This design comes from an exercise in tuning for small area, a short achievable clock period and few clock cycles per item on the open sky130 flow, not from production work.
In this exercise RTL edits were held to simulation tests only and were not proved equivalent to the original.
Power is estimated from default activity; no workload was simulated.

--- flow/config.mk ---
export PLATFORM = sky130hd
export DESIGN_NAME = rbc
export DESIGN_NICKNAME = rbc
export VERILOG_FILES = /design/flow/design.v
export SDC_FILE = /design/flow/constraint.sdc
export NUM_CORES = 4
export LEC_CHECK = 0
export CAP_MARGIN = 20
export CORE_MARGIN = 2
export CORE_UTILIZATION = 55
export CTS_CLUSTER_DIAMETER = 100
export CTS_CLUSTER_SIZE = 24
export PLACE_DENSITY = 0.75
export SETUP_SLACK_MARGIN = 5
export SLEW_MARGIN = 20
--- flow/constraint.sdc ---
create_clock -name core_clock -period 8.0 [get_ports {clk}]
set_input_delay 1.6000 -clock core_clock [delete_from_list [all_inputs] [get_ports {clk}]]
set_output_delay 1.6000 -clock core_clock [all_outputs]
set_load 0.01 [all_outputs]
--- flow/design.v ---
module rbc #(
    parameter integer N_RX        = 32,
    parameter integer N_TX        = 32,
    parameter [7:0]   ESC_CHAR    = 8'h1B,
    parameter [7:0]   CANCEL_CHAR = 8'h18
) (
    input  wire        clk,
    input  wire        rst,
    input  wire        f_cmd_valid,
    input  wire [15:0] f_cmd,
    output reg         f_cmd_ready,
    output reg         f_rsp_valid,
    output wire [15:0] f_rsp,
    input  wire        a_enter,
    input  wire        a_leave,
    output reg         a_active,
    input  wire        a_cmd_valid,
    input  wire [15:0] a_cmd,
    output wire        a_cmd_ready,
    output reg         a_rsp_valid,
    output wire [15:0] a_rsp,
    input  wire        rx_valid,
    input  wire [7:0]  rx_byte,
    output reg         rx_ready,
    output reg         tx_valid,
    output reg  [7:0]  tx_byte,
    input  wire        tx_ready,
    output reg         cancel_pulse,
    output wire        cancel_pend
);
    localparam [7:0] CR = 8'h0D;
    localparam [7:0] LF = 8'h0A;
    localparam [3:0] OP_NOP = 4'h0, OP_RD = 4'h1, OP_WR = 4'h2, OP_RXPOP = 4'h3,
                     OP_TXPUSH = 4'h4, OP_RXEMPTY = 4'h5, OP_TXFULL = 4'h6,
                     OP_FSTEP = 4'h7, OP_CTLR = 4'h8, OP_CTLS = 4'h9, OP_CTLC = 4'hA,
                     OP_STAT = 4'hB, OP_CACK = 4'hC, OP_PTRR = 4'hD;
    wire [255:0] rx_flat, tx_flat;    
    reg [4:0] rx_head, rx_tail;
    reg [4:0] tx_head, tx_tail;
    reg       tx_ne;                  
    reg escf;
    reg cpend;
    reg rxie, txie, crlf, imask;
    reg [10:0] rsp;
    assign f_rsp = {5'b00000, rsp};
    assign a_rsp = {5'b00000, rsp};
    wire [7:0] ctrl = {4'b0000, imask, crlf, txie, rxie};
    wire rx_empty = (rx_head == rx_tail);
    wire rx_full  = (rx_head + 5'd1 == rx_tail);
    wire tx_full  = (tx_head + 5'd1 == tx_tail);
    wire tx_full2 = (tx_head + 5'd2 == tx_tail);    
    wire tx_last  = (tx_tail + 5'd1 == tx_head);    
    assign a_cmd_ready = a_active;
    wire   accept      = a_active ? a_cmd_valid : f_cmd_valid;
    wire [15:0] w      = a_active ? a_cmd : f_cmd;
    wire   a_open      = a_enter && !a_active && !imask && !f_cmd_valid;
    wire   a_close     = a_leave &&  a_active && !a_cmd_valid;
    wire   rxp_step    = rx_valid && rx_ready;
    wire   txc_step    = tx_valid && tx_ready;
    assign cancel_pend = cpend;
    wire [3:0] op = w[15:12];
    wire [7:0] d  = w[7:0];
    wire z_ok  = (w[11:8] == 4'h0);
    wire d_z   = (d == 8'h00);
    wire is_nop    = (op == OP_NOP);
    wire is_rd     = (op == OP_RD) || (op == OP_RXPOP);
    wire is_wr     = (op == OP_WR);
    wire is_txpush = (op == OP_TXPUSH);
    wire is_rxemp  = (op == OP_RXEMPTY);
    wire is_txful  = (op == OP_TXFULL);
    wire is_fstep  = (op == OP_FSTEP);
    wire is_ctlr   = (op == OP_CTLR);
    wire is_ctls   = (op == OP_CTLS);
    wire is_ctlc   = (op == OP_CTLC);
    wire is_stat   = (op == OP_STAT);
    wire is_cack   = (op == OP_CACK);
    wire is_ptrr   = (op == OP_PTRR);
    wire no_operand = is_nop || is_rd || is_rxemp || is_txful || is_ctlr || is_stat || is_cack;
    wire legal = z_ok && (op[3:1] != 3'b111) &&
                 !(no_operand && !d_z) && !(is_ptrr && (d[7:3] != 5'd0));
    wire go = accept && legal;
    wire acc_z     = accept && z_ok;
    wire go_wr     = acc_z && is_wr;
    wire go_txpush = acc_z && is_txpush;
    wire go_fstep  = acc_z && is_fstep;
    wire go_ctls   = acc_z && is_ctls;
    wire go_ctlc   = acc_z && is_ctlc;
    wire go_rd     = acc_z && is_rd && d_z;
    wire go_cack   = acc_z && is_cack && d_z;
    wire f_cancel = escf && (d == CANCEL_CHAR);
    wire f_none   = !escf && (d == ESC_CHAR);
    wire f_lit    = !f_cancel && !f_none;
    wire crlf_ins = crlf && (d == LF);
    wire push1 = !tx_full && ((go_wr && f_lit) || go_txpush);
    wire push2 = go_wr && crlf_ins && !tx_full && !tx_full2;
    wire [7:0] tx_d1 = (is_wr && crlf_ins) ? CR : d;
    reg       pw1, pw2;
    reg [4:0] pw_slot;
    reg [7:0] pw_data;
    always @(posedge clk) begin
        pw1     <= push1;
        pw2     <= push2;
        pw_slot <= tx_head;
        pw_data <= tx_d1;
    end
    wire [7:0] tx_d_even = pw_slot[0] ? LF : pw_data;
    wire [7:0] tx_d_odd  = pw_slot[0] ? pw_data : LF;
    wire [4:0]   tx_tail1 = tx_tail + 5'd1;
    wire [255:0] tx_rot = {tx_flat[7:0], tx_flat[255:8]};
    wire [7:0]   tx_m1  = tx_rot[{tx_tail, 3'b000} +: 8];
    wire [7:0]   tx_q1  = (pw1 && pw_slot  == tx_tail1) ? pw_data :
                          (pw2 && pw_slot  == tx_tail)  ? LF : tx_m1;
    wire [7:0] rx_q = rx_flat[{rx_tail, 3'b000} +: 8];
    wire [7:0] ptr_sel = (d[1:0] == 2'd0) ? {3'b000, tx_head} :
                         (d[1:0] == 2'd1) ? {3'b000, tx_tail} :
                         (d[1:0] == 2'd2) ? {3'b000, rx_tail} :
                                            {3'b000, rx_head};
    wire [7:0] ptr_val = d[2] ? (ptr_sel ^ (ptr_sel >> 1)) : ptr_sel;
    wire [7:0] status = {4'b0000, cpend, escf, tx_full ? 1'b0 : 1'b1, !rx_empty};
    wire l_rd    = z_ok && is_rd && d_z;
    wire l_push  = z_ok && is_txpush;
    wire l_rxemp = z_ok && is_rxemp && d_z;
    wire l_txful = z_ok && is_txful && d_z;
    wire l_fstep = z_ok && is_fstep;
    wire l_ctl   = z_ok && ((is_ctlr && d_z) || is_ctls || is_ctlc);
    wire l_stat  = z_ok && is_stat && d_z;
    wire l_cack  = z_ok && is_cack && d_z;
    wire l_ptrr  = z_ok && is_ptrr && (d[7:3] == 5'd0);
    wire [10:0] rsp_next =
        {1'b0, !legal, 9'h000} |
        ({11{l_rd && !rx_empty}}    & {3'b001, rx_q}) |
        ({11{l_push && !tx_full}}   & 11'h100) |
        ({11{l_rxemp && rx_empty}}  & 11'h100) |
        ({11{l_txful && tx_full}}   & 11'h100) |
        ({11{l_fstep && f_cancel}}  & 11'h400) |
        ({11{l_fstep && f_lit}}     & {3'b001, d}) |
        ({11{l_ctl}}                & {3'b001, ctrl}) |
        ({11{l_stat}}               & {3'b001, status}) |
        ({11{l_cack && cpend}}      & 11'h100) |
        ({11{l_ptrr}}               & {3'b001, ptr_val});
    genvar gi;
    generate
        for (gi = 0; gi < 32; gi = gi + 1) begin : g_slot
            wire tx_we1 = pw1 && (pw_slot == gi);
            wire tx_we2 = pw2 && (pw_slot == (gi + 31) % 32);    
            reg [7:0] tq, rq;
            always @(posedge clk) begin
                if (tx_we1 || tx_we2) tq <= (gi % 2 == 0) ? tx_d_even : tx_d_odd;
                if (rxp_step && !rx_full && (rx_head == gi)) rq <= rx_byte;
            end
            assign tx_flat[8*gi +: 8] = tq;
            assign rx_flat[8*gi +: 8] = rq;
        end
    endgenerate
    wire a_active_n = a_open ? 1'b1 : a_close ? 1'b0 : a_active;
    reg [3:0] ctrl_n;     
    always @(*) begin
        ctrl_n = {imask, crlf, txie | (go_wr && f_lit && !tx_full), rxie};
        if (go_ctls) ctrl_n = ctrl[3:0] | d[3:0];
        if (go_ctlc) ctrl_n = ctrl[3:0] & ~d[3:0];
    end
    wire tx_ne_n = push1 || (tx_ne && !(txc_step && tx_last));
    always @(posedge clk) begin
        if (rst) begin
            rx_head <= 5'd0; rx_tail <= 5'd0;
            tx_head <= 5'd0; tx_tail <= 5'd0;
            tx_ne <= 1'b0;
            escf <= 1'b0; cpend <= 1'b0;
            rxie <= 1'b0; txie <= 1'b0; crlf <= 1'b1; imask <= 1'b0;
            a_active <= 1'b0; f_cmd_ready <= 1'b1;
            rx_ready <= 1'b0; tx_valid <= 1'b0;
            f_rsp_valid <= 1'b0; a_rsp_valid <= 1'b0;
            cancel_pulse <= 1'b0;
        end else begin
            f_rsp_valid  <= accept && !a_active;
            a_rsp_valid  <= accept &&  a_active;
            cancel_pulse <= (go_wr || go_fstep) && f_cancel;
            a_active    <= a_active_n;
            f_cmd_ready <= !a_active_n;
            {imask, crlf, txie, rxie} <= ctrl_n;
            rx_ready <= !a_active_n && !ctrl_n[3] && ctrl_n[0];
            tx_valid <= !a_active_n && !ctrl_n[3] && ctrl_n[1] && tx_ne_n;
            tx_ne    <= tx_ne_n;
            if (rxp_step && !rx_full) rx_head <= rx_head + 5'd1;
            if (txc_step) tx_tail <= tx_tail + 5'd1;
            if (go_rd && !rx_empty) rx_tail <= rx_tail + 5'd1;
            if (push2) tx_head <= tx_head + 5'd2;
            else if (push1) tx_head <= tx_head + 5'd1;
            if (go_wr || go_fstep) begin
                escf <= f_none;
                if (f_cancel) cpend <= 1'b1;
            end
            if (go_cack) cpend <= 1'b0;
        end
    end
    always @(posedge clk) begin
        if (!tx_ne || (txc_step && tx_last)) tx_byte <= tx_d1;
        else if (txc_step) tx_byte <= tx_q1;
    end
    always @(posedge clk) rsp <= rsp_next;
endmodule
--- flow/flow/run.sh ---
#!/bin/bash
set -euo pipefail
export BUFFER_PORTS_ARGS="-buffer_cell sky130_fd_sc_hd__buf_1"
bash standard.sh > standard_flow.log 2>&1
--- flow/standard.sh ---
#!/bin/bash
# synth_recipe.tcl (not shown) runs the flow's synth.tcl, then flattens the netlist and writes it again
# the make line also repeats each setting of config.mk as NAME=value (left out here)
make -C /OpenROAD-flow-scripts/flow DESIGN_CONFIG=/design/flow/config.mk WORK_HOME=/design/flow/orfs CLKGATE_MAP_FILE= SYNTH_SCRIPT=/design/flow/synth_recipe.tcl "${@:-finish}"
==> flow_summary.json, run 1 <==
{
  "dpl.hpwl_um": 35900,
  "min_period_ns": 2.96,
  "yosys.area.top_type": "edfxtp_1",
  "n_fill_cell": 3180,
  "yosys_register_bits": 580,
  "synth-edff-count": 520,
  "period_share_pct": 37.0,
  "holdWs_ns": 0.488,
  "cap_violations": 0,
  "drive_above_1_share_pct": 20.3,
  "vias": 13600,
  "cts_root_buf": "clkbuf_16",
  "synth_cell_types": 80,
  "via_per_inst": 6.38,
  "synth_seq_area_share_pct": 68.4,
  "ir_drop_mv": 0.146,
  "detail_route.iter0.violations": 1632,
  "critPathCaptureType": "register",
  "clk_latency_ns": 0.60,
  "slew_headroom_pct": 25.9,
  "arrival_ns": 3.42,
  "synthArstFlopShare_pct": 0,
  "critPathRequiredTime_ns": 8.46,
  "start_util_pct": 55.6,
  "grt_pass1_vias": 13376,
  "rsz0062_at_grt": "true",
  "tightest_slew_ns": 1.11,
  "fmax_ghz": 0.337,
  "cp-start-kind": "input pin",
  "core-area_mm2": 0.0442,
  "final_cell_count_no_fill": 2131,
  "leakagePower_nw": 8.36,
  "wl_um": 56100,
  "ios": 97,
  "n_antenna_cell": 0,
  "syn-cell-area_mm2": 0.0246,
  "clock-sinks": 580,
  "critical_path.max_fanout": 7,
  "rows": 77,
  "final.setup_skew_ns": 0.0313,
  "track_usage_pct": 24.2,
  "synth_area_leaders": "edfxtp_1 (63%), mux4_2 (12%), dfxtp_1 (4.9%)",
  "detail_route.wl_per_cell_um": 26.3,
  "fin_ws_ns": 5.04,
  "cts_buffers": 28,
  "synth-main-ff-cell": "edfxtp_1",
  "dieArea_mm2": 0.0464,
  "post-place-cells": 2067,
  "tritoncts": "yes",
  "final_core_util_pct": 60.2,
  "antenna_found_initial": 1,
  "power_density_mw_per_mm2": 189,
  "yosys_warnings": 1,
  "fp.dieW_um": 216,
  "clkTransAtPathRegs_ns": 0.10,
  "hp-class": "register to register",
  "dp_slack_ns": 4.19,
  "htreeDepth": 1,
  "die_y_um": 216,
  "grt_overflow": 0,
  "drv_slew": 0,
  "grt_pass1_wl_um": 84300,
  "synth_most_common_cell": "edfxtp_1",
  "drtAntennaViolNets": 0,
  "path_class": "input pin to register",
  "syn2layout_area_growth_pct": 8.25,
  "final_nets": 1576,
  "hold_buffers": 0,
  "status": "no timing/DRC/antenna violations",
  "clockBufferDepth": 3,
  "synth_common_cells": "edfxtp_1 (520), mux4_2 (133), nor2_1 (84), nand2_1 (64), dfxtp_1 (60)",
  "grt_start_max_net_pins": 50,
  "netlist.area_leader.share_pct": 63.5,
  "setup_viol": 0,
  "synthCells": 1456,
  "drcViolationCount": 0,
  "avgSynthCellArea_um2": 16.9,
  "dr.pass1.iters": 6,
  "place.gp.congestion": 0.868,
  "hold_viol": 0,
  "port_buffers": 86,
  "setup_tns_ns": 0
}
[worst paths after layout]
path	from	endpoint	slack (ns)	cells past startpoint
setup / recovery	a_cmd[1]	rsp[1]$_DFF_P_	5.04	8
hold / removal	tx_head[4]$_SDFFE_PP0P_	pw_slot[4]$_DFF_P_	0.49	0
setup reg to reg	tx_tail[1]$_SDFFE_PP0P_	tx_byte[1]$_DFFE_PP_	5.11	8
hold reg to reg	tx_head[4]$_SDFFE_PP0P_	pw_slot[4]$_DFF_P_	0.49	0
[cells by family after synthesis]
| kind of cell | synth area share (%) |
|---|---|
| fa+ha+maj | 0.509 |
| mux | 15.3 |
| buf+inv | 2.35 |
| flops | 68.4 |
| simple gates | 7.65 |
| xor+xnor | 1.41 |
| compound gates | 4.45 |
| other cells | 0.0152 |
[power by group]
part | internal (W) | leakage, nW | switching, W
clock | 0.000690 | 0.392 | 0.000902
combinational | 0.0000435 | 2.53 | 0.000106
sequential | 0.00329 | 5.43 | 0.00000728
total | 0.00403 | 8.36 | 0.00102
[registers in the layout, summed over array words and instances, names as in the netlist, 8 cells and up]
register and flops:
g_slot.rq 256, g_slot.tq 256, pw_data 8, tx_byte 8, rsp 11
[cell usage in the layout, fill, tap and decap left out, drive strengths merged, types with 10 or more instances in the layout]
| master | instances |
|---|---|
| a21oi | 23 |
| a22oi | 21 |
| and2 | 32 |
| and3 | 10 |
| buf | 118 |
| clkbuf | 54 |
| conb | 10 |
| dfxtp | 60 |
| edfxtp | 520 |
| ha | 10 |
| inv | 15 |
| mux2 | 22 |
| mux2i | 51 |
| mux4 | 133 |
| nand2 | 65 |
| nand2b | 13 |
| nand3 | 27 |
| nor2 | 84 |
| nor2b | 20 |
| nor3 | 24 |
| nor3b | 15 |
| o21ai | 27 |
| o22ai | 16 |
| or2 | 11 |
| xnor2 | 16 |
| xor2 | 22 |
[what timing repair did]
item / 4_1_cts / 5_1_grt
setup endpoints to repair: 279 / 232
setup buffers: 3 / 10
pin swaps: 1 / 7
gates resized for setup: 40 / 34
[metal layers]
layer	vias to the layer above	global-route usage [%]	share of wire (%)
met3	75	5.26	9.7
li1	5884	-	-
met1	6965	35.0	41
met2	676	38.4	48
met4	0	5.40	1.8
met5	-	0	0
[cell type report]
type                    instances  area (um2)  share of cell area, %
clock buffers                  49         801                   3.01
inverters                      15        60.1                  0.226
repair buffers                123         679                   2.55
well taps                     592         741                   2.78
clock inverters                 2        25.0                 0.0940
flip-flops and latches        580       16800                   63.3
multi-input cells             770        7480                   28.1
[stage by stage]
step           power, W  cell area, um2
2_1_floorplan   0.00344           24700
3_3_place_gp    0.00351           25500
3_5_place_dp    0.00351           25500
4_1_cts         0.00506           26400
5_1_grt         0.00518           26600
6_report        0.00504           26600
[critical path, stage by stage]
cell and delay (ns):
clkbuf_2 0.15, or2_4 0.24, mux4_2 0.49, buf_4 0.16, nor2_1 0.13, nor2_2 0.12, a221oi_1 0.36, nand3_1 0.19
Testbench counts, summed over its fixed seeds: cycles 77,611, commands 38,712.
==> run 2, diff against run 1 <==
--- a/flow/config.mk
+++ b/flow/config.mk
@@ -10,4 +10,4 @@
 export CORE_UTILIZATION = 55
-export CTS_CLUSTER_DIAMETER = 100
-export CTS_CLUSTER_SIZE = 24
+export CTS_CLUSTER_DIAMETER = 120
+export CTS_CLUSTER_SIZE = 28
 export PLACE_DENSITY = 0.75
==> run 2 against run 1 <==
Against the previous run:
- hold slack about the same
- via count down 0.37%
- largest power group unchanged
- combinational power about the same
- routed wire length fell by 0.82%
- still clean
- synthesized cell count unchanged
- first-iteration DRC count grew 17%
- cell area fell by 0.56%
- power shrank 2.5%
- non-clock buffer count shrank 5
- flip-flop and latch count unchanged
- clock-buffer cell count down 6
- sequential share of layout area grew 0.35 points
==> flow_summary.json, run 2 <==
{
  "reg2reg_to": "g_slot[22].rq[7]$_DFFE_PP_",
  "n_antenna_cell": 0,
  "final.setup_skew_ns": 0.0233,
  "tightest_slew_ns": 1.09,
  "drcViolationCount": 0,
  "place.gp.congestion": 0.868,
  "port_buffers": 86,
  "critPathRequiredTime_ns": 8.47,
  "fmax_ghz": 0.334,
  "htreeDepth": 1,
  "min_period_ns": 2.99,
  "cts_root_buf": "clkbuf_16",
  "period_share_pct": 37.4,
  "detail_route.wl_per_cell_um": 26.3,
  "synth_seq_area_share_pct": 68.4,
  "synth-main-ff-cell": "edfxtp_1",
  "via_per_inst": 6.39,
  "clk_latency_ns": 0.59,
  "grt_pass1_wl_um": 84000,
  "synth-edff-count": 520,
  "synthCells": 1456,
  "leakagePower_nw": 8.27,
  "grt_overflow": 0,
  "hold_buffers": 0,
  "slew_headroom_pct": 27.5,
  "crit_path_end": "rsp[8]$_DFF_P_",
  "layout_commonest_cell": "edfxtp_1",
  "r2r_start": "rx_head[1]$_SDFFE_PP0P_",
  "cp-start-kind": "input pin",
  "ios": 97,
  "cpPeakStageDelay_ns": 0.49,
  "ir_drop_mv": 0.157,
  "rr_worst_depth": 9,
  "final_nets": 1567,
  "start_util_pct": 55.6,
  "detail_route.iter0.violations": 1911,
  "track_usage_pct": 24.1,
  "drtAntennaViolNets": 0,
  "cap_violations": 0,
  "power_density_mw_per_mm2": 186,
  "yosys_register_bits": 580,
  "setup_tns_ns": 0,
  "crit_chain": "clkbuf_2 > or2_4 > mux4_2 > buf_4 > o211ai_1 > o311ai_1 > a221oi_1 > o21ai_1",
  "cpLargestDelayFamily": "compound AO/OA/AOI/OAI gates",
  "reg_top3": "g_slot.rq (256), g_slot.tq (256), rsp (11)",
  "wl_um": 55600,
  "rsz0062_at_grt": "true",
  "clkTransAtPathRegs_ns": 0.11,
  "status": "no timing/DRC/antenna violations",
  "grt_pass1_vias": 13295,
  "critical_path_depth": 8,
  "netlist.area_leader.share_pct": 63.5,
  "syn-cell-area_mm2": 0.0246,
  "clockBufferDepth": 3,
  "rows": 77,
  "syn2layout_area_growth_pct": 7.64,
  "drive_above_1_share_pct": 19.8,
  "startpoint": "a_cmd[0]",
  "arrival_ns": 3.46,
  "critPathCaptureType": "register",
  "dpl.hpwl_um": 35900,
  "tritoncts": "yes",
  "synthArstFlopShare_pct": 0,
  "synth_common_cells": "edfxtp_1 (520), mux4_2 (133), nor2_1 (84), nand2_1 (64), dfxtp_1 (60)",
  "yosys.area.top_type": "edfxtp_1",
  "hp-class": "register to register",
  "dieArea_mm2": 0.0464,
  "clock-sinks": 580,
  "ff2ff_setup_slack_ns": 5.07,
  "cts_buffers": 24,
  "vias": 13550,
  "drv_slew": 0,
  "avgSynthCellArea_um2": 16.9,
  "critical_path.max_fanout": 7,
  "grt_start_max_net_pins": 50,
  "crit_buf_inv": 2,
  "yosys_warnings": 1,
  "dr.pass1.iters": 5,
  "synth_cell_types": 80,
  "synth_area_leaders": "edfxtp_1 (63%), mux4_2 (12%), dfxtp_1 (4.9%)",
  "die_y_um": 216,
  "crit_slowest_cell": "mux4_2",
  "fp.dieW_um": 216,
  "most-common-layout-cells": "edfxtp_1 (520), mux4_2 (133), buf_1 (82)",
  "total_power_w": 0.00492,
  "hold_viol": 0,
  "path_class": "input pin to register",
  "antenna_found_initial": 0,
  "setup_viol": 0,
  "core-area_mm2": 0.0442,
  "synth_most_common_cell": "edfxtp_1"
}
==> run 2: cell counts after synthesis <==
Identical to the previous run, type by type.
==> run 2: logic make-up (layout without fill, tap and decap cells) <==
family	after synthesis	in the layout	synth area share, %
compound gates	154	154	4.45
xor+xnor	38	38	1.41
simple gates	352	352	7.65
mux	206	206	15.3
buf+inv	115	177	2.35
fa+ha+maj	10	10	0.509
other cells	1	10	0.0152
flops	580	580	68.4
==> run 2: cell type report <==
type | count | area [um2]
clock buffers | 43 | 693
clock inverters | 1 | 8.76
fillers | 3181 | 17700
inverters | 15 | 56.3
multi-input cells | 770 | 7510
flip-flops and latches | 580 | 16800
well taps | 592 | 741
repair buffers | 118 | 632
==> run 2: routing by layer <==
metal / share of wire, % / global-route usage [%] / wire, um
met1: 41 / 36.0 / 23100
met2: 48 / 38.2 / 26500
met3: 8.9 / 3.71 / 4950
met4: 2.0 / 5.26 / 1090
met5: 0 / 0 / 0
==> run 2: repair_timing <==
item / in CTS / in global routing
endpoints found under the setup margin: 278 / 249
pin swaps: 2 / 6
gates resized for setup: 44 / 31
buffers inserted: 4 / 4
==> run 2: power by group <==
part | total, W | internal, W | switching (W)
clock | 0.00146 | 0.000598 | 0.000866
combinational | 0.000151 | 0.0000441 | 0.000107
sequential | 0.00330 | 0.00329 | 0.00000750
==> run 2: worst min path at each step <==
| stage | startpoint | end | cells past startpoint |
|---|---|---|---|
| 6_report | tx_head[4]$_SDFFE_PP0P_ | pw_slot[4]$_DFF_P_ | 0 |
| 2_1_floorplan | tx_head[1]$_SDFFE_PP0P_ | pw_slot[1]$_DFF_P_ | 0 |
| 4_1_cts | tx_head[4]$_SDFFE_PP0P_ | pw_slot[4]$_DFF_P_ | 0 |
| 3_5_place_dp | tx_head[4]$_SDFFE_PP0P_ | pw_slot[4]$_DFF_P_ | 0 |
| 3_3_place_gp | tx_head[4]$_SDFFE_PP0P_ | pw_slot[4]$_DFF_P_ | 0 |
| 5_1_grt | tx_head[4]$_SDFFE_PP0P_ | pw_slot[4]$_DFF_P_ | 0 |
==> run 2: through the flow <==
| stage | std cells | utilization [%] | hold slack, ns | setup slack, ns | instance area [um2] |
|---|---|---|---|---|---|
| finish | 2119 | 59.9 | 0.488 | 5.01 | 26500 |
| global route | 2119 | 59.9 | 0.519 | 4.93 | 26500 |
| CTS | 2115 | 59.6 | 0.485 | 4.93 | 26300 |
| detailed placement | 2067 | 57.6 | 0.469 | 4.19 | 25500 |
| global placement | 2067 | 57.6 | 0.466 | 4.26 | 25500 |
| floorplan | 1465 | - | 0.370 | 4.75 | 24700 |
==> run 3, diff against run 2 <==
==> flow/flow/run.sh (replaced) <==
#!/bin/bash
set -euo pipefail
export BUFFER_PORTS_ARGS="-buffer_cell sky130_fd_sc_hd__buf_1"
sed 's/SETUP_SLACK_MARGIN=5 /SETUP_SLACK_MARGIN=5.3 /' standard.sh > standard_m.sh
grep -q 'SETUP_SLACK_MARGIN=5.3 ' standard_m.sh
bash standard_m.sh > standard_flow.log 2>&1
--- a/flow/config.mk
+++ b/flow/config.mk
@@ -10,4 +10,4 @@
 export CORE_UTILIZATION = 55
-export CTS_CLUSTER_DIAMETER = 120
-export CTS_CLUSTER_SIZE = 28
+export CTS_CLUSTER_DIAMETER = 100
+export CTS_CLUSTER_SIZE = 24
 export PLACE_DENSITY = 0.75
==> run 3 against run 2 <==
Against the previous run:
- register-to-register slack better by 0.24 ns
- hold slack better by 0.025 ns
- first-iteration DRC count is 17% lower
- still clean
- core utilization is 3.0 points higher
- area after synthesis stayed put
- power is 3.3% higher
==> flow_summary.json, run 3 <==
{
  "status": "no timing/DRC/antenna violations",
  "synth_area_leaders": "edfxtp_1 (63%), mux4_2 (12%), dfxtp_1 (4.9%)",
  "regArea_mm2": 0.0169,
  "htreeDepth": 1,
  "yosys_register_bits": 580,
  "antenna_found_initial": 2,
  "drcViolationCount": 0,
  "dieArea_mm2": 0.0464,
  "reg2reg_to": "tx_head[3]$_SDFFE_PP0P_",
  "dpl.hpwl_um": 36200,
  "setup_viol": 0,
  "port_buffers": 86,
  "p_seq_share_pct": 65.0,
  "netlist.area_leader.share_pct": 63.5,
  "top_layer_used": "met5",
  "grt_pass1_vias": 13884,
  "tightest_slew_ns": 1.08,
  "power_frac_comb_pct": 3.4,
  "final.setup_skew_ns": 0.0256,
  "switching_share_pct": 20.4,
  "synthArstFlopShare_pct": 0,
  "holdCritStartpoint": "tx_head[4]$_SDFFE_PP0P_",
  "die_y_um": 216,
  "layout_commonest_cell": "edfxtp_1",
  "cap_violations": 0,
  "start_util_pct": 55.6,
  "critPathCaptureType": "register",
  "yosys_warnings": 1,
  "arrival_ns": 3.41,
  "ios": 97,
  "yosys.area.top_type": "edfxtp_1",
  "final_nets": 1626,
  "crit_chain": "buf_8 > or2_4 > mux4_2 > or3b_4 > a32oi_2 > or4_4 > a21oi_2",
  "most-common-layout-cells": "edfxtp_1 (520), mux4_2 (133), buf_4 (76)",
  "drv_slew": 0,
  "track_usage_pct": 24.8,
  "synth_most_common_cell": "edfxtp_1",
  "synth-main-ff-cell": "edfxtp_1",
  "drtAntennaViolNets": 0,
  "leakagePower_nw": 8.92,
  "final_core_util_pct": 62.9,
  "clock-sinks": 580,
  "tritoncts": "yes",
  "intPower_w": 0.00404,
  "rr_worst_depth": 6,
  "grt_pass1_wl_um": 87100,
  "crit_slowest_cell": "mux4_2",
  "min_period_ns": 2.94,
  "via_per_inst": 6.48,
  "detail_route.wl_per_cell_um": 27.1,
  "place.gp.congestion": 0.866,
  "vias": 14129,
  "cpPeakStageDelay_ns": 0.50,
  "clockBufferDepth": 3,
  "fp.dieW_um": 216,
  "avgSynthCellArea_um2": 16.9,
  "clkTransAtPathRegs_ns": 0.10,
  "rsz0062_at_grt": "true",
  "ir_drop_mv": 0.214,
  "slew_headroom_pct": 28.1,
  "cts_root_buf": "clkbuf_16",
  "r2r_start": "tx_tail[4]$_SDFFE_PP0P_",
  "period_share_pct": 36.7,
  "drive_above_1_share_pct": 29.4,
  "ff2ff_setup_slack_ns": 5.31,
  "core-area_mm2": 0.0442,
  "clk_latency_ns": 0.60,
  "rows": 77,
  "synth_seq_area_share_pct": 68.4,
  "dr.pass1.iters": 6,
  "reg_top3": "g_slot.rq (256), g_slot.tq (256), rsp (11)",
  "wl_um": 59100,
  "critPathRequiredTime_ns": 8.47,
  "synth_common_cells": "edfxtp_1 (520), mux4_2 (133), nor2_1 (84), nand2_1 (64), dfxtp_1 (60)",
  "dr_wl_met3_um": 5210,
  "grt_start_max_net_pins": 60,
  "path_class": "input pin to register",
  "critical_path.max_fanout": 5,
  "setup_tns_ns": 0,
  "n_antenna_cell": 0,
  "cp-start-kind": "input pin",
  "worstHoldPathCells": 0,
  "clkPwrFrac_pct": 31.6,
  "fmax_ghz": 0.340,
  "multiInputGateArea_mm2": 0.00792,
  "hold_end": "pw_slot[4]$_DFF_P_",
  "detail_route.iter0.violations": 1592,
  "syn2layout_area_growth_pct": 13.0,
  "cts_buffers": 28,
  "syn-cell-area_mm2": 0.0246,
  "synthCells": 1456,
  "routedLengthMet1_um": 22900,
  "synth_cell_types": 80,
  "p_switching_w": 0.00104,
  "hold_buffers": 0,
  "power_density_mw_per_mm2": 183,
  "wl_met2_um": 29200,
  "n_fill_cell": 3047,
  "hold_viol": 0,
  "grt_overflow": 0,
  "hp-class": "register to register",
  "synth-edff-count": 520
}
==> run 3: cell counts after synthesis <==
No cell type changed its count.
==> run 3: area by class of cell <==
| class | instances | area share, % |
|---|---|---|
| timing repair buffer | 173 | 4.96 |
| clock inverter | 2 | 0.0900 |
| multi-input combinational | 770 | 28.5 |
| tap | 592 | 2.66 |
| sequential | 580 | 60.7 |
| inverter | 15 | 0.216 |
| clock buffer | 50 | 2.89 |
==> run 3: metal layers <==
metal / global-route usage, % / vias to the layer above
li1: - / 5984
met1: 35.0 / 7270
met2: 41.2 / 756
met3: 3.51 / 115
met4: 6.78 / 4
met5: 0 / -
==> run 3: kinds of logic after synthesis <==
logic type,synth area share [%]
adders and majority gates,0.509
DFF,68.4
buffers and inverters,2.35
muxes,15.3
AOI/OAI and AO/OA,4.45
xor gates and xnor gates,1.41
other,0.0152
and+or+nand+nor,7.65
==> run 3: worst max-delay path, delay by kind of cell <==
kind / cells / cell delay, ns
muxes: 1 / 0.50
buffers and inverters: 1 / 0.10
AOI/OAI and AO/OA: 2 / 0.34
and+or+nand+nor: 3 / 0.87
==> run 3: power by group through the flow <==
stage / combinational, W / clock (W) / sequential (W)
after floorplan: 0.0000733 / 0 / 0.00337
after global placement: 0.000137 / 0 / 0.00338
after detailed placement: 0.000141 / 0 / 0.00338
after CTS: 0.000160 / 0.00162 / 0.00330
after global routing: 0.000185 / 0.00171 / 0.00330
final: 0.000174 / 0.00160 / 0.00330
==> run 3: how the worst max path moves through the flow <==
| stage | from | end | slack, ns | cells after the start |
|---|---|---|---|---|
| finish | a_cmd[1] | tx_head[3]$_SDFFE_PP0P_ | 5.06 | 7 |
| CTS | tx_byte[6]$_DFFE_PP_ | tx_byte[6] | 5.11 | 1 |
| detailed placement | tx_ready | tx_byte[5]$_DFFE_PP_ | 4.31 | 5 |
| global route | a_cmd[1] | tx_head[3]$_SDFFE_PP0P_ | 5.05 | 7 |
| global placement | a_cmd[2] | rsp[7]$_DFF_P_ | 4.34 | 6 |
| floorplan | a_cmd[0] | tx_head[3]$_SDFFE_PP0P_ | 4.75 | 6 |
==> run 3: metrics by stage <==
stage	instance area (um2)	instances	total power, W	setup WS [ns]	hold slack (ns)
4_1_cts	27300	2151	0.00508	5.11	0.508
2_1_floorplan	24900	1465	0.00345	4.75	0.370
6_report	27800	2182	0.00508	5.06	0.512
3_3_place_gp	25700	2070	0.00351	4.34	0.475
5_1_grt	27800	2182	0.00520	5.05	0.511
3_5_place_dp	25700	2070	0.00352	4.31	0.473
==> run 3: timing repair <==
action,CTS,global route
pin swaps,22,25
cloned,0,1
resized for setup,153,65
setup endpoints to repair,340,320
buffers inserted,29,30
==> run 4, diff against run 3 <==
==> flow/flow/run.sh (replaced) <==
#!/bin/bash
set -euo pipefail
export BUFFER_PORTS_ARGS="-buffer_cell sky130_fd_sc_hd__buf_1"
bash standard.sh > standard_flow.log 2>&1
--- a/flow/config.mk
+++ b/flow/config.mk
@@ -9,6 +9,6 @@
 export CORE_MARGIN = 2
-export CORE_UTILIZATION = 55
+export CORE_UTILIZATION = 45
 export CTS_CLUSTER_DIAMETER = 100
 export CTS_CLUSTER_SIZE = 24
-export PLACE_DENSITY = 0.75
+export PLACE_DENSITY = 0.65
 export SETUP_SLACK_MARGIN = 5
==> run 4 against run 3 <==
Against the previous run:
- cell area down 3.6%
- sequential power about the same
- synthesized cell count unchanged
- largest power group unchanged
- clock skew up 0.016 ns
- sequential share of layout area up 2.1 points
- clock-buffer cell count unchanged
- still clean
- critical endpoint is now tx_head[0]$_SDFFE_PP0P_
==> flow_summary.json, run 4 <==
{
  "htreeDepth": 1,
  "antenna_found_initial": 0,
  "ios": 97,
  "reg_top3": "g_slot.rq (256), g_slot.tq (256), rsp (11)",
  "via_per_inst": 6.05,
  "detail_route.wl_per_cell_um": 26.6,
  "synth-compound-area-share_pct": 4.45,
  "hold_viol": 0,
  "drv_slew": 0,
  "dpl.hpwl_um": 38300,
  "detail_route.iter0.violations": 1796,
  "synth_area_leaders": "edfxtp_1 (63%), mux4_2 (12%), dfxtp_1 (4.9%)",
  "min_period_ns": 2.94,
  "ff2ff_setup_slack_ns": 5.08,
  "synth_most_common_cell": "edfxtp_1",
  "rows": 85,
  "period_share_pct": 36.8,
  "tritoncts": "yes",
  "tightest_slew_ns": 1.10,
  "clk_latency_ns": 0.61,
  "cpPeakStageDelay_ns": 0.52,
  "slew_headroom_pct": 26.7,
  "grt_overflow": 0,
  "yosys.area.top_type": "edfxtp_1",
  "clockBufferDepth": 3,
  "hp-class": "register to register",
  "grt_pass1_wl_um": 87300,
  "synth-edff-count": 520,
  "crit_chain": "buf_1 > nor4_4 > mux2_4 > nand2_2 > or2_1 > or4_1 > a21oi_1",
  "path_class": "input pin to register",
  "synthArstFlopShare_pct": 0,
  "clock-sinks": 580,
  "holdCritStartpoint": "tx_head[0]$_SDFFE_PP0P_",
  "setup_tns_ns": 0,
  "synth-xor-area-share_pct": 1.41,
  "synthCells": 1456,
  "dr.pass1.iters": 5,
  "vias": 13567,
  "synth_seq_area_share_pct": 68.4,
  "place.gp.congestion": 0.868,
  "fp.dieW_um": 238,
  "cts_root_buf": "clkbuf_16",
  "synth-adder-area-share_pct": 0.509,
  "rr_worst_depth": 9,
  "n_antenna_cell": 0,
  "wl_um": 59600,
  "netlist.area_leader.share_pct": 63.5,
  "r2r_start": "rx_head[1]$_SDFFE_PP0P_",
  "reg2reg_to": "g_slot[10].rq[3]$_DFFE_PP_",
  "most-common-layout-cells": "edfxtp_1 (520), mux4_2 (133), buf_1 (84)",
  "fmax_ghz": 0.340,
  "critical_path.max_fanout": 8,
  "post-place-cells": 2173,
  "syn2layout_area_growth_pct": 9.00,
  "ir_drop_mv": 0.164,
  "critPathCaptureType": "register",
  "synthMuxAreaShare_pct": 15.3,
  "syn-cell-area_mm2": 0.0246,
  "worstHoldPathCells": 0,
  "status": "no timing/DRC/antenna violations",
  "cts_buffers": 28,
  "dieArea_mm2": 0.0566,
  "holdWs_ns": 0.506,
  "synth_top_family_by_area": "multiplexers",
  "setup_viol": 0,
  "critPathRequiredTime_ns": 8.55,
  "die_y_um": 238,
  "synth-main-ff-cell": "edfxtp_1",
  "drtAntennaViolNets": 0,
  "port_buffers": 86,
  "layout_commonest_cell": "edfxtp_1",
  "n_fill_cell": 4369,
  "synth_common_cells": "edfxtp_1 (520), mux4_2 (133), nor2_1 (84), nand2_1 (64), dfxtp_1 (60)",
  "arrival_ns": 3.50,
  "cp-start-kind": "input pin",
  "grt_start_max_net_pins": 45,
  "drcViolationCount": 0,
  "hold_end": "pw_slot[0]$_DFF_P_",
  "cap_violations": 0,
  "clkTransAtPathRegs_ns": 0.10,
  "core-area_mm2": 0.0539,
  "power_density_mw_per_mm2": 189,
  "grt_pass1_vias": 13165,
  "drive_above_1_share_pct": 20.5,
  "final_nets": 1582,
  "yosys_register_bits": 580,
  "leakagePower_nw": 8.40,
  "crit_slowest_cell": "or4_1",
  "final_cell_count_no_fill": 2242,
  "yosys_warnings": 1,
  "track_usage_pct": 20.8,
  "start_util_pct": 45.6,
  "final.setup_skew_ns": 0.0413,
  "rsz0062_at_grt": "false",
  "final_core_util_pct": 49.7,
  "synthSimpleGateAreaFrac_pct": 7.65,
  "avgSynthCellArea_um2": 16.9,
  "synth_cell_types": 80
}
## run 4: how the worst max path moves through the flow
stage	from	to	slack, ns	cells past startpoint
after global placement	tx_ready	tx_byte[7]$_DFFE_PP_	4.19	5
after CTS	tx_tail[1]$_SDFFE_PP0P_	tx_byte[1]$_DFFE_PP_	5.00	8
final	f_cmd[8]	tx_head[0]$_SDFFE_PP0P_	5.06	7
after detailed placement	rx_head[1]$_SDFFE_PP0P_	g_slot[7].rq[2]$_DFFE_PP_	4.11	9
after global routing	f_cmd[0]	rsp[8]$_DFF_P_	4.96	7
after floorplan	a_cmd[0]	tx_head[3]$_SDFFE_PP0P_	4.75	6
## run 4: layout make-up
| type | count | area [um2] | share of cell area, % |
|---|---|---|---|
| flip-flops and latches | 580 | 16800 | 62.8 |
| multi-input cells | 770 | 7460 | 27.8 |
| well taps | 696 | 871 | 3.25 |
| clock buffers | 50 | 805 | 3.00 |
| repair buffers | 129 | 752 | 2.80 |
| inverters | 15 | 60.1 | 0.224 |
| clock inverters | 2 | 22.5 | 0.0840 |
## run 4: report_power, final
group	internal [W]	switching [W]	total [W]
Combinational	0.0000421	0.000110	0.000152
Sequential	0.00329	0.00000739	0.00330
Clock	0.000692	0.000919	0.00161
Total	0.00403	0.00104	0.00506
## run 4: per-stage QoR
step	setup WS (ns)	instance area (um2)	power, W
final	5.06	26800	0.00506
after global routing	4.96	26800	0.00523
after CTS	5.00	26700	0.00509
after detailed placement	4.11	25600	0.00352
after global placement	4.19	25600	0.00352
after floorplan	4.75	24700	0.00344
## run 4: logic make-up (layout without fill, tap and decap cells)
kind of cell	count (synthesis)	in the layout
AO/OA/AOI/OAI	154	154
XOR/XNOR	38	38
adder cells (fa/ha/maj)	10	10
buffers and inverters	115	196
flip-flops	580	580
multiplexers	206	206
other	1	10
AND/OR/NAND/NOR	352	352
## run 4: repair_timing
action | CTS | global route
pin swaps | 1 | 6
hold endpoints to repair | 0 | 0
setup endpoints to repair | 278 | 206
setup buffers | 7 | 10
gates resized for setup | 47 | 19
hold buffers | 0 | 0
## run 4: critical path, delay by kind of cell
family          cells  cell delay (ns)
compound gates      1             0.14
buf+inv             1             0.10
mux                 1             0.28
simple gates        4             1.36
## run 4: metal layers
layer  global-route usage (%)  wire length (um)  up-vias
met5                        0                 0        -
met4                     4.33              1060        0
met3                     3.40              4570       60
met2                     33.5             28500      581
met1                     30.3             25500     7051
li1                         -                 -     5875
==> run 5, diff against run 4 <==
--- a/flow/config.mk
+++ b/flow/config.mk
@@ -9,6 +9,6 @@
 export CORE_MARGIN = 2
-export CORE_UTILIZATION = 45
+export CORE_UTILIZATION = 62
 export CTS_CLUSTER_DIAMETER = 100
 export CTS_CLUSTER_SIZE = 24
-export PLACE_DENSITY = 0.65
+export PLACE_DENSITY = 0.8
 export SETUP_SLACK_MARGIN = 5
==> run 5 against run 4 <==
Against the previous run:
- setup slack got worse by 0.014 ns
- flip-flop and latch count unchanged
- core utilization increased by 19 points
- clock power about the same
- cell area decreased by 0.83%
- clock-buffer cell count decreased by 1
- sequential power about the same
- critical path depth unchanged
- routed wire length decreased by 3.0%
- register-to-register slack about the same
- fmax decreased by 0.46%
- first-iteration DRC count decreased by 9.9%
- highest routed layer is now met5
==> flow_summary.json, run 5 <==
{
  "status": "no timing/DRC/antenna violations",
  "hp-class": "register to register",
  "synth-edff-count": 520,
  "final_nets": 1577,
  "critical_path.max_fanout": 5,
  "htreeDepth": 1,
  "dr_wl_met3_um": 6630,
  "synthCells": 1456,
  "antenna_found_initial": 1,
  "die_y_um": 203,
  "dpl.hpwl_um": 36200,
  "setup_viol": 0,
  "wl_met2_um": 27600,
  "design_area_mm2": 0.0266,
  "cap_violations": 0,
  "crit_chain": "buf_1 > nor3_1 > o21ai_0 > a31oi_2 > nand3_1 > a41o_1 > o211ai_1",
  "reg_top3": "g_slot.rq (256), g_slot.tq (256), rsp (11)",
  "rows": 72,
  "synth-main-ff-cell": "edfxtp_1",
  "dieArea_mm2": 0.0413,
  "grt_pass1_wl_um": 86600,
  "power_density_mw_per_mm2": 191,
  "detail_route.wl_per_cell_um": 28.1,
  "synth_common_cells": "edfxtp_1 (520), mux4_2 (133), nor2_1 (84), nand2_1 (64), dfxtp_1 (60)",
  "clk_latency_ns": 0.60,
  "clock-sinks": 580,
  "grt_start_max_net_pins": 62,
  "cts_buffers": 28,
  "fmax_ghz": 0.338,
  "setup_tns_ns": 0,
  "n_fill_cell": 2430,
  "cp-start-kind": "input pin",
  "crit_buf_inv": 1,
  "drv_slew": 0,
  "slew_headroom_pct": 24.0,
  "clockBufferDepth": 3,
  "period_share_pct": 37.0,
  "cpLargestDelayFamily": "compound AO/OA/AOI/OAI gates",
  "crit_slowest_cell": "nor3_1",
  "wl_um": 57800,
  "leakagePower_nw": 8.38,
  "drtAntennaViolNets": 0,
  "port_buffers": 86,
  "syn-cell-area_mm2": 0.0246,
  "core-area_mm2": 0.0389,
  "drcViolationCount": 0,
  "n_antenna_cell": 0,
  "cpPeakStageDelay_ns": 0.47,
  "dpl-instance-area_mm2": 0.0254,
  "final.setup_skew_ns": 0.0262,
  "cts_root_buf": "clkbuf_16",
  "yosys.area.top_type": "edfxtp_1",
  "vias": 13976,
  "synth_area_leaders": "edfxtp_1 (63%), mux4_2 (12%), dfxtp_1 (4.9%)",
  "synthArstFlopShare_pct": 0,
  "clkTransAtPathRegs_ns": 0.10,
  "tritoncts": "yes",
  "start_util_pct": 63.2,
  "rsz0062_at_grt": "true",
  "path_class": "input pin to register",
  "layout_commonest_cell": "edfxtp_1",
  "ir_drop_mv": 0.157,
  "top_layer_used": "met5",
  "netlist.area_leader.share_pct": 63.5,
  "ios": 97,
  "avgSynthCellArea_um2": 16.9,
  "routedLengthMet1_um": 21800,
  "hold_viol": 0,
  "syn2layout_area_growth_pct": 8.10,
  "drive_above_1_share_pct": 20.5,
  "synth_most_common_cell": "edfxtp_1",
  "fp.dieW_um": 203,
  "most-common-layout-cells": "edfxtp_1 (520), mux4_2 (133), buf_1 (84)",
  "yosys_register_bits": 580,
  "arrival_ns": 3.47,
  "synth_seq_area_share_pct": 68.4,
  "synth_cell_types": 80,
  "grt_overflow": 0,
  "yosys_warnings": 1,
  "grt_pass1_vias": 13900,
  "holdWs_ns": 0.514,
  "place.gp.congestion": 0.893,
  "dr.pass1.iters": 6,
  "critPathRequiredTime_ns": 8.51,
  "track_usage_pct": 28.3,
  "tightest_slew_ns": 1.14,
  "detail_route.iter0.violations": 1618,
  "via_per_inst": 6.79,
  "min_period_ns": 2.96,
  "critPathCaptureType": "register"
}
[run 5: cell types whose count changed in the layout (fill, tap and decap cells not counted), sizes merged]
cell / before / now
inv: 16 / 15
bufinv: 0 / 2
buf: 127 / 121
[run 5: area by class of cell]
type / count / area [um2] / share of cell area [%]
Sequential cell: 580 / 16800 / 63.3
Multi-Input combinational cell: 770 / 7490 / 28.2
Clock buffer: 49 / 801 / 3.01
Timing Repair Buffer: 124 / 691 / 2.60
Tap cell: 518 / 648 / 2.44
Clock inverter: 3 / 63.8 / 0.240
Inverter: 15 / 60.1 / 0.226
[run 5: layer usage]
layer	vias to the layer above	global-route usage [%]
li1	5879	-
met1	7065	39.9
met2	904	45.2
met3	126	6.20
met4	2	8.32
met5	-	0
[run 5: metrics by stage]
step | instances | util (%) | setup WS [ns] | power, W
after floorplan | 1465 | - | 4.75 | 0.00344
after global placement | 1991 | 65.1 | 4.34 | 0.00351
after detailed placement | 1991 | 65.2 | 4.18 | 0.00351
after CTS | 2049 | 67.9 | 5.01 | 0.00509
after global routing | 2059 | 68.3 | 4.94 | 0.00521
final | 2059 | 68.3 | 5.04 | 0.00509
[run 5: worst reg2reg max path: cells and delay by family, from the launching register on]
kind,cells,cell delay [ns]
and+or+nand+nor,1,0.09
AOI/OAI and AO/OA,1,0.11
buffers and inverters,1,0.53
DFF,1,0.76
muxes,3,1.30
[run 5: repair_timing]
| action | 4_1_cts | 5_1_grt |
|---|---|---|
| pin swaps | 1 | 4 |
| endpoints found under the hold margin | 0 | 0 |
| buffers inserted | 6 | 9 |
| endpoints found under the setup margin | 277 | 282 |
| gates resized for setup | 46 | 26 |
| hold buffers | 0 | 0 |
[run 5: final timing paths]
kind / start / end / slack [ns] / cells past startpoint
max: f_cmd[14] / rsp[0]$_DFF_P_ / 5.04 / 7
min: tx_head[4]$_SDFFE_PP0P_ / pw_slot[4]$_DFF_P_ / 0.51 / 0
max reg2reg: rx_tail[1]$_SDFFE_PP0P_ / rsp[3]$_DFF_P_ / 5.08 / 6
min reg2reg: tx_head[4]$_SDFFE_PP0P_ / pw_slot[4]$_DFF_P_ / 0.51 / 0
[run 5: where the power goes]
group / total, W / switching, W / leakage, nW / internal, W
clock network: 0.00164 / 0.000899 / 0.415 / 0.000738
logic: 0.000150 / 0.000107 / 2.53 / 0.0000432
registers: 0.00330 / 0.00000745 / 5.43 / 0.00329
[run 5: cell families (layout without fill, tap and decap cells)]
logic type                 Yosys count  in the layout  synth area share (%)
DFF                                580            580                  68.4
muxes                              206            206                  15.3
AOI/OAI and AO/OA                  154            154                  4.45
other                                1             10                0.0152
buffers and inverters              115            191                  2.35
adders and majority gates           10             10                 0.509
and+or+nand+nor                    352            352                  7.65
xor gates and xnor gates            38             38                  1.41
==> run 6, diff against run 5 <==
--- a/flow/config.mk
+++ b/flow/config.mk
@@ -9,6 +9,6 @@
 export CORE_MARGIN = 2
-export CORE_UTILIZATION = 62
+export CORE_UTILIZATION = 35
 export CTS_CLUSTER_DIAMETER = 100
 export CTS_CLUSTER_SIZE = 24
-export PLACE_DENSITY = 0.8
+export PLACE_DENSITY = 0.55
 export SETUP_SLACK_MARGIN = 5
==> run 6 against run 5 <==
Against the previous run:
- combinational power is essentially flat
- flip-flop and latch count did not move
- first-iteration DRC count decreased by 31%
- setup slack worse by 0.0087 ns
- largest cell class unchanged
- fmax shrank 0.29%
- via count decreased by 4.1%
- largest power group unchanged
- area after synthesis is the same
- hold slack got worse by 0.010 ns
- sequential power is essentially flat
- synthesized cell count did not move
- die area is 75% higher
- global-route usage down 12 points
==> flow_summary.json, run 6 <==
{
  "tritoncts": "yes",
  "critPathCaptureType": "register",
  "hp-class": "register to register",
  "ir_drop_mv": 0.149,
  "cts_root_buf": "clkbuf_16",
  "hold_buffers": 0,
  "clockBufferDepth": 3,
  "wl_um": 61200,
  "drive_above_1_share_pct": 21.2,
  "detail_route.wl_per_cell_um": 24.6,
  "htreeDepth": 1,
  "use_met1_pct": 24.5,
  "cap_violations": 0,
  "syn2layout_area_growth_pct": 10.6,
  "yosys_warnings": 1,
  "power_density_mw_per_mm2": 186,
  "tightest_slew_ns": 1.08,
  "grt_overflow": 0,
  "layout_commonest_cell": "edfxtp_1",
  "path_class": "input pin to register",
  "netlist.area_leader.share_pct": 63.5,
  "dr.pass1.iters": 7,
  "via_per_inst": 5.39,
  "die_y_um": 269,
  "slew_headroom_pct": 27.4,
  "drcViolationCount": 0,
  "start_util_pct": 35.3,
  "drtAntennaViolNets": 0,
  "hold_viol": 0,
  "dieArea_mm2": 0.0724,
  "switching_share_pct": 20.5,
  "critical_path.max_fanout": 7,
  "p_seq_share_pct": 65.1,
  "track_usage_pct": 16.6,
  "port_buffers": 86,
  "cp-start-kind": "input pin",
  "final_nets": 1582,
  "detail_route.iter0.violations": 1122,
  "min_period_ns": 2.96,
  "grt_start_max_net_pins": 51,
  "synth_seq_area_share_pct": 68.4,
  "rsz0062_at_grt": "true",
  "rows": 97,
  "clkPwrFrac_pct": 31.8,
  "yosys_register_bits": 580,
  "top_usage_layer": "met2",
  "grtUsageMet2_pct": 26.6,
  "arrival_ns": 3.50,
  "antenna_found_initial": 0,
  "p_switching_w": 0.00104,
  "synth-main-ff-cell": "edfxtp_1",
  "synth_common_cells": "edfxtp_1 (520), mux4_2 (133), nor2_1 (84), nand2_1 (64), dfxtp_1 (60)",
  "drv_slew": 0,
  "status": "no timing/DRC/antenna violations",
  "power_frac_comb_pct": 3.0,
  "grtUsageMet3_pct": 2.15,
  "fmax_ghz": 0.337,
  "ios": 97,
  "clk_latency_ns": 0.59,
  "synth_area_leaders": "edfxtp_1 (63%), mux4_2 (12%), dfxtp_1 (4.9%)",
  "reg_top3": "g_slot.rq (256), g_slot.tq (256), rsp (11)",
  "grt_pass1_wl_um": 91300,
  "dpl-instance-area_mm2": 0.0259,
  "clock-sinks": 580,
  "final.setup_skew_ns": 0.0207,
  "critPathRequiredTime_ns": 8.53,
  "synth-edff-count": 520,
  "fp.dieW_um": 269,
  "syn-cell-area_mm2": 0.0246,
  "avgSynthCellArea_um2": 16.9,
  "n_antenna_cell": 0,
  "vias": 13397,
  "core-area_mm2": 0.0698,
  "synthCells": 1456,
  "setup_tns_ns": 0,
  "design_area_mm2": 0.0272,
  "cts_buffers": 28,
  "yosys.area.top_type": "edfxtp_1",
  "place.gp.congestion": 0.818,
  "ff2ff_setup_slack_ns": 5.06,
  "intPower_w": 0.00403,
  "n_fill_cell": 6426,
  "leakagePower_nw": 8.41,
  "most-common-layout-cells": "edfxtp_1 (520), mux4_2 (133), buf_1 (84)",
  "synth_cell_types": 80,
  "setup_viol": 0,
  "dpl.hpwl_um": 39000,
  "synthArstFlopShare_pct": 0,
  "synth_most_common_cell": "edfxtp_1",
  "period_share_pct": 37.1,
  "grt_pass1_vias": 13452,
  "clkTransAtPathRegs_ns": 0.10
}
run 6: final timing paths:
kind                                              start                 endpoint  cells past startpoint
worst max-delay path                           a_cmd[1]  tx_head[2]$_SDFFE_PP0P_                      7
worst min-delay path            tx_head[4]$_SDFFE_PP0P_       pw_slot[4]$_DFF_P_                      0
worst max register to register  rx_tail[1]$_SDFFE_PP0P_           rsp[7]$_DFF_P_                      5
worst min register to register  tx_head[4]$_SDFFE_PP0P_       pw_slot[4]$_DFF_P_                      0
run 6: final cells by class:
class                   count  area (um2)  area share, %
clock buffers              50         805           2.96
clock inverters             2        22.5         0.0827
inverters                  15        60.1          0.221
multi-input cells         771        7570           27.8
flip-flops and latches    580       16800           61.9
well taps                 940        1180           4.32
repair buffers            128         739           2.72
run 6: what timing repair did:
item / in CTS / in global routing
pin swaps: 3 / 4
setup buffers: 8 / 9
setup endpoints to repair: 286 / 226
gates cloned: 0 / 1
resized for setup: 57 / 31
run 6: worst max-delay path: stages:
cell,delay [ns]
buf_1,0.15
or2_4,0.25
mux4_2,0.52
or3b_4,0.44
and2_1,0.19
nand3b_1,0.17
a31oi_1,0.18
run 6: routing by layer:
| layer | wire (um) | up-vias |
|---|---|---|
| li1 | - | 5895 |
| met4 | 1080 | 0 |
| met2 | 29200 | 372 |
| met1 | 27600 | 7069 |
| met3 | 3340 | 61 |
| met5 | 0 | - |
run 6: cell families after synthesis:
family | share of synthesized area, %
buf+inv | 2.35
other cells | 0.0152
simple gates | 7.65
mux | 15.3
compound gates | 4.45
fa+ha+maj | 0.509
xor+xnor | 1.41
flops | 68.4
run 6: metrics by stage:
| step | total power (W) | utilization [%] | setup WS, ns | hold WS (ns) | instances |
|---|---|---|---|---|---|
| 2_1_floorplan | 0.00344 | - | 4.75 | 0.370 | 1465 |
| 3_3_place_gp | 0.00352 | 37.1 | 4.13 | 0.470 | 2416 |
| 3_5_place_dp | 0.00352 | 37.1 | 4.07 | 0.485 | 2416 |
| 4_1_cts | 0.00513 | 38.7 | 5.00 | 0.522 | 2476 |
| 5_1_grt | 0.00524 | 39.0 | 4.91 | 0.541 | 2486 |
| 6_report | 0.00507 | 39.0 | 5.04 | 0.504 | 2486 |
run 6: power by group through the flow:
stage,Clock (W),Combinational (W),Sequential (W)
CTS,0.00167,0.000153,0.00330
finish,0.00161,0.000152,0.00330
global placement,0,0.000142,0.00337
floorplan,0,0.0000710,0.00337
global route,0.00177,0.000165,0.00330
detailed placement,0,0.000145,0.00337
==> run 7, diff against run 6 <==
--- a/flow/config.mk
+++ b/flow/config.mk
@@ -9,6 +9,6 @@
 export CORE_MARGIN = 2
-export CORE_UTILIZATION = 35
+export CORE_UTILIZATION = 40
 export CTS_CLUSTER_DIAMETER = 100
 export CTS_CLUSTER_SIZE = 24
-export PLACE_DENSITY = 0.55
+export PLACE_DENSITY = 0.6
 export SETUP_SLACK_MARGIN = 5
==> run 7 against run 6 <==
Against the previous run:
- register-to-register slack better by 0.07 ns
- fmax up 0.42%
- largest power group unchanged
- first-iteration DRC count up 26%
- combinational power about the same
- sequential power about the same
- hold slack worse by 0.0016 ns
- critical endpoint is now a_rsp[4]
- flip-flop and latch count unchanged
- clock power about the same
- non-clock buffer count down 2
- synthesized cell count unchanged
- critical path depth down 6
==> flow_summary.json, run 7 <==
{
  "status": "no timing/DRC/antenna violations",
  "final.setup_skew_ns": 0.0495,
  "post-place-cells": 2257,
  "synth-edff-count": 520,
  "yosys.area.top_type": "edfxtp_1",
  "syn2layout_area_growth_pct": 9.45,
  "grt_pass1_wl_um": 87400,
  "r2r_start": "rx_head[1]$_SDFFE_PP0P_",
  "critPathCaptureType": "primary output",
  "layout_commonest_cell": "edfxtp_1",
  "ir_drop_mv": 0.162,
  "crit_chain": "buf_1",
  "cts_root_buf": "clkbuf_16",
  "synthCells": 1456,
  "setup_viol": 0,
  "grt_pass1_vias": 13170,
  "port_buffers": 86,
  "drive_above_1_share_pct": 20.5,
  "synth_common_cells": "edfxtp_1 (520), mux4_2 (133), nor2_1 (84), nand2_1 (64), dfxtp_1 (60)",
  "synthArstFlopShare_pct": 0,
  "startpoint": "rsp[4]$_DFF_P_",
  "critPathRequiredTime_ns": 6.40,
  "fp.dieW_um": 252,
  "dr.pass1.iters": 6,
  "via_per_inst": 5.72,
  "ios": 97,
  "cpLargestDelayFamily": "flip-flops",
  "most-common-layout-cells": "edfxtp_1 (520), mux4_2 (133), buf_1 (83)",
  "yosys_warnings": 1,
  "reg_top3": "g_slot.rq (256), g_slot.tq (256), rsp (11)",
  "final_nets": 1579,
  "grt_overflow": 0,
  "wl_um": 59100,
  "yosys_register_bits": 580,
  "drtAntennaViolNets": 0,
  "cts_buffers": 28,
  "power_density_mw_per_mm2": 188,
  "synth_most_common_cell": "edfxtp_1",
  "critical_path.max_fanout": 2,
  "setup_tns_ns": 0,
  "synth_area_leaders": "edfxtp_1 (63%), mux4_2 (12%), dfxtp_1 (4.9%)",
  "n_antenna_cell": 0,
  "crit_buf_inv": 1,
  "rows": 90,
  "tritoncts": "yes",
  "clk_latency_ns": 0.62,
  "hold_buffers": 0,
  "clock-sinks": 580,
  "netlist.area_leader.share_pct": 63.5,
  "cpPeakStageDelay_ns": 0.50,
  "holdCritStartpoint": "tx_head[4]$_SDFFE_PP0P_",
  "avgSynthCellArea_um2": 16.9,
  "min_period_ns": 2.95,
  "vias": 13295,
  "path_class": "register to primary output",
  "arrival_ns": 1.35,
  "dpl.hpwl_um": 38000,
  "dieArea_mm2": 0.0635,
  "die_y_um": 252,
  "clkTransAtPathRegs_ns": 0.10,
  "final_cell_count_no_fill": 2325,
  "period_share_pct": 36.9,
  "antenna_found_initial": 0,
  "synth_cell_types": 80,
  "rsz0062_at_grt": "true",
  "hold_viol": 0,
  "clockBufferDepth": 3,
  "track_usage_pct": 18.4,
  "detail_route.iter0.violations": 1413,
  "leakagePower_nw": 8.39,
  "place.gp.congestion": 0.855,
  "cp-start-kind": "register",
  "crit_slowest_cell": "dfxtp_1",
  "fmax_ghz": 0.339,
  "detail_route.wl_per_cell_um": 25.4,
  "grt_start_max_net_pins": 50,
  "start_util_pct": 40.6,
  "htreeDepth": 1,
  "cap_violations": 0,
  "tightest_slew_ns": 1.08,
  "n_fill_cell": 5245,
  "syn-cell-area_mm2": 0.0246,
  "synth_seq_area_share_pct": 68.4,
  "synth-main-ff-cell": "edfxtp_1",
  "slew_headroom_pct": 28.0,
  "core-area_mm2": 0.0606,
  "drcViolationCount": 0,
  "drv_slew": 0,
  "hp-class": "register to register"
}
==> run 7: path summary, 6_finish.rpt <==
kind / to / slack (ns) / depth (start not counted)
setup reg to reg: g_slot[23].rq[5]$_DFFE_PP_ / 5.13 / 9
setup / recovery: a_rsp[4] / 5.05 / 1
hold / removal: pw_slot[4]$_DFF_P_ / 0.50 / 0
hold reg to reg: pw_slot[4]$_DFF_P_ / 0.50 / 0
==> run 7: cell families (layout without fill, tap and decap cells) <==
family	count (synthesis)	in the layout	synth area share, %
flip-flops	580	580	68.4
AND/OR/NAND/NOR	352	352	7.65
multiplexers	206	206	15.3
AO/OA/AOI/OAI	154	154	4.45
buffers and inverters	115	193	2.35
XOR/XNOR	38	38	1.41
adder cells (fa/ha/maj)	10	10	0.509
other	1	10	0.0152
==> run 7: through the flow <==
stage          instance area (um2)  utilization (%)  total power [W]  setup slack (ns)  hold slack, ns
2_1_floorplan                24700                -          0.00344              4.75           0.370
3_3_place_gp                 25700             42.4          0.00351              4.21           0.491
3_5_place_dp                 25700             42.4          0.00352              4.16           0.478
4_1_cts                      26700             44.2          0.00509              5.00           0.497
5_1_grt                      26900             44.4          0.00521              4.96           0.528
6_report                     26900             44.4          0.00506              5.05           0.502
==> run 7: area by class of cell <==
class | count | area [um2] | area share (%)
multi-input cells | 770 | 7500 | 27.8
well taps | 782 | 978 | 3.63
flip-flops and latches | 580 | 16800 | 62.5
clock inverters | 3 | 41.3 | 0.153
inverters | 15 | 60.1 | 0.223
repair buffers | 126 | 729 | 2.71
clock buffers | 49 | 779 | 2.89
==> run 7: what timing repair did <==
item	CTS	global route
resized for setup	48	28
setup buffers	6	10
endpoints found under the setup margin	279	225
pin swaps	1	3
==> run 7: layer usage <==
metal | track usage [%] | routed length (um) | up-vias
met2 | 30.0 | 28200 | 444
met3 | 2.02 | 3570 | 53
met1 | 27.2 | 26500 | 6935
met5 | 0 | 0 | -
li1 | - | - | 5863
met4 | 3.26 | 907 | 0
==> run 7: where the power goes <==
| part | internal [W] | switching (W) |
|---|---|---|
| Clock | 0.000677 | 0.000930 |
| Sequential | 0.00329 | 0.00000691 |
| Combinational | 0.0000432 | 0.000107 |
| Total | 0.00401 | 0.00104 |
==> run 8, diff against run 7 <==
--- a/flow/config.mk
+++ b/flow/config.mk
@@ -11,3 +11,3 @@
 export CTS_CLUSTER_DIAMETER = 100
-export CTS_CLUSTER_SIZE = 24
+export CTS_CLUSTER_SIZE = 27
 export PLACE_DENSITY = 0.6
==> run 8 against run 7 <==
Against the previous run:
- clock-buffer cell count is 7 lower
- flip-flop and latch count stayed put
- largest power group unchanged
- still clean
- synthesized cell count unchanged
- combinational power hardly changed
- die area is the same
- non-clock buffer count did not move
- first-iteration DRC count fell by 4.7%
- clock skew down 0.027 ns
- cell count fell by 0.30%
==> flow_summary.json, run 8 <==
{
  "status": "no timing/DRC/antenna violations",
  "drive_above_1_share_pct": 20.7,
  "path_class": "input pin to register",
  "detail_route.iter0.violations": 1346,
  "slew_headroom_pct": 27.1,
  "grt_overflow": 0,
  "via_per_inst": 5.75,
  "clk_latency_ns": 0.59,
  "synth-edff-count": 520,
  "yosys.area.top_type": "edfxtp_1",
  "track_usage_pct": 18.4,
  "p_seq_share_pct": 66.2,
  "port_buffers": 86,
  "drcViolationCount": 0,
  "synth_common_cells": "edfxtp_1 (520), mux4_2 (133), nor2_1 (84), nand2_1 (64), dfxtp_1 (60)",
  "worstHoldPathCells": 0,
  "yosys_register_bits": 580,
  "crit_buf_inv": 1,
  "drtAntennaViolNets": 0,
  "crit_chain": "clkbuf_2 > or2_4 > mux4_2 > or3b_4 > a32oi_2 > or4_1 > a21oi_1",
  "setup_viol": 0,
  "power_frac_comb_pct": 3.0,
  "clock-sinks": 580,
  "yosys_warnings": 1,
  "hold_buffers": 0,
  "grt_pass1_vias": 13156,
  "hp-class": "register to register",
  "arrival_ns": 3.39,
  "grt_start_max_net_pins": 50,
  "detail_route.wl_per_cell_um": 25.5,
  "grt_pass1_wl_um": 87100,
  "p_switching_w": 0.00102,
  "clkTransAtPathRegs_ns": 0.11,
  "power_density_mw_per_mm2": 186,
  "synth_most_common_cell": "edfxtp_1",
  "cts_buffers": 25,
  "syn-cell-area_mm2": 0.0246,
  "rsz0062_at_grt": "true",
  "netlist.area_leader.share_pct": 63.5,
  "fmax_ghz": 0.342,
  "cpLargestDelayFamily": "simple AND/OR/NAND/NOR gates",
  "place.gp.congestion": 0.855,
  "most-common-layout-cells": "edfxtp_1 (520), mux4_2 (133), buf_1 (82)",
  "critical_path.max_fanout": 7,
  "critPathRequiredTime_ns": 8.47,
  "wl_um": 59200,
  "final_core_util_pct": 44.4,
  "synth_seq_area_share_pct": 68.4,
  "rows": 90,
  "critical_path_depth": 7,
  "period_share_pct": 36.5,
  "syn2layout_area_growth_pct": 9.22,
  "leakagePower_nw": 8.36,
  "fp.dieW_um": 252,
  "htreeDepth": 1,
  "avgSynthCellArea_um2": 16.9,
  "final.setup_skew_ns": 0.0220,
  "die_y_um": 252,
  "core-area_mm2": 0.0606,
  "setup_tns_ns": 0,
  "synthArstFlopShare_pct": 0,
  "vias": 13332,
  "synth_cell_types": 80,
  "final_nets": 1576,
  "drv_slew": 0,
  "clkPwrFrac_pct": 30.7,
  "reg_top3": "g_slot.rq (256), g_slot.tq (256), rsp (11)",
  "n_antenna_cell": 0,
  "cpPeakStageDelay_ns": 0.51,
  "switching_share_pct": 20.4,
  "cap_violations": 0
}
-- run 8: cell types whose count changed in the layout (fill, tap and decap cells not counted), moves of 2 or more --
cell	previous run	this run
clkbuf_1	21	17
nor2_2	9	6
nor2_4	1	4
inv_4	0	2
clkbuf_16	28	25
-- run 8: final cells by class --
type | instances | area, um2
sequential | 580 | 16800
fill | 5244 | 33700
timing repair buffer | 126 | 728
tap | 782 | 978
multi-input combinational | 770 | 7530
clock buffer | 42 | 689
inverter | 15 | 60.1
clock inverter | 3 | 42.5
-- run 8: final timing paths --
check | startpoint | to
min reg2reg | tx_head[3]$_SDFFE_PP0P_ | pw_slot[3]$_DFF_P_
min | tx_head[3]$_SDFFE_PP0P_ | pw_slot[3]$_DFF_P_
max reg2reg | rx_head[1]$_SDFFE_PP0P_ | g_slot[21].rq[6]$_DFFE_PP_
max | a_cmd[0] | tx_head[3]$_SDFFE_PP0P_
-- run 8: kinds of logic after synthesis --
family          synth area share, %
fa+ha+maj                     0.509
mux                            15.3
xor+xnor                       1.41
flops                          68.4
compound gates                 4.45
other cells                  0.0152
buf+inv                        2.35
simple gates                   7.65
-- run 8: repair_timing --
action,CTS,global route
setup endpoints to repair,279,225
buffers inserted,5,11
resized for setup,50,34
hold endpoints to repair,0,0
pin swaps,2,5
-- run 8: power by group through the flow --
stage                     sequential, W  combinational [W]  clock, W
final                           0.00330           0.000152   0.00153
after detailed placement        0.00337           0.000143         0
after CTS                       0.00330           0.000148   0.00156
after global placement          0.00337           0.000140         0
after floorplan                 0.00337          0.0000710         0
after global routing            0.00330           0.000165   0.00166
-- run 8: worst reg2reg max path: cells and delay by family (launching register included) --
kind	cells	cell delay (ns)
and+or+nand+nor	5	1.16
adders and majority gates	2	0.53
AOI/OAI and AO/OA	1	0.31
DFF	1	0.44
xor gates and xnor gates	1	0.15
-- run 8: metrics by stage --
| step | setup slack (ns) | area, um2 | total power [W] | cells |
|---|---|---|---|---|
| 6_report | 5.08 | 26900 | 0.00499 | 2318 |
| 5_1_grt | 4.96 | 26900 | 0.00512 | 2318 |
| 4_1_cts | 5.00 | 26700 | 0.00501 | 2307 |
| 3_5_place_dp | 4.16 | 25700 | 0.00352 | 2257 |
| 3_3_place_gp | 4.21 | 25700 | 0.00351 | 2257 |
| 2_1_floorplan | 4.75 | 24700 | 0.00344 | 1465 |
-- run 8: per-layer routing --
layer / vias to the layer above / global-route usage [%] / share of wire [%]
met5: - / 0 / 0
met4: 0 / 3.08 / 1.3
met3: 43 / 1.99 / 6.3
met2: 474 / 30.0 / 48
met1: 6956 / 27.1 / 45
li1: 5859 / - / -

Re-timed with assumed drivers on the ports (clkbuf_16 on the clock, buf_2 on other inputs), run 8 has 5.027 ns of setup slack against 5.079 ns with ideal ports, and 4.472 ns once port delays also move by the mid clock arrival of 0.639 ns.
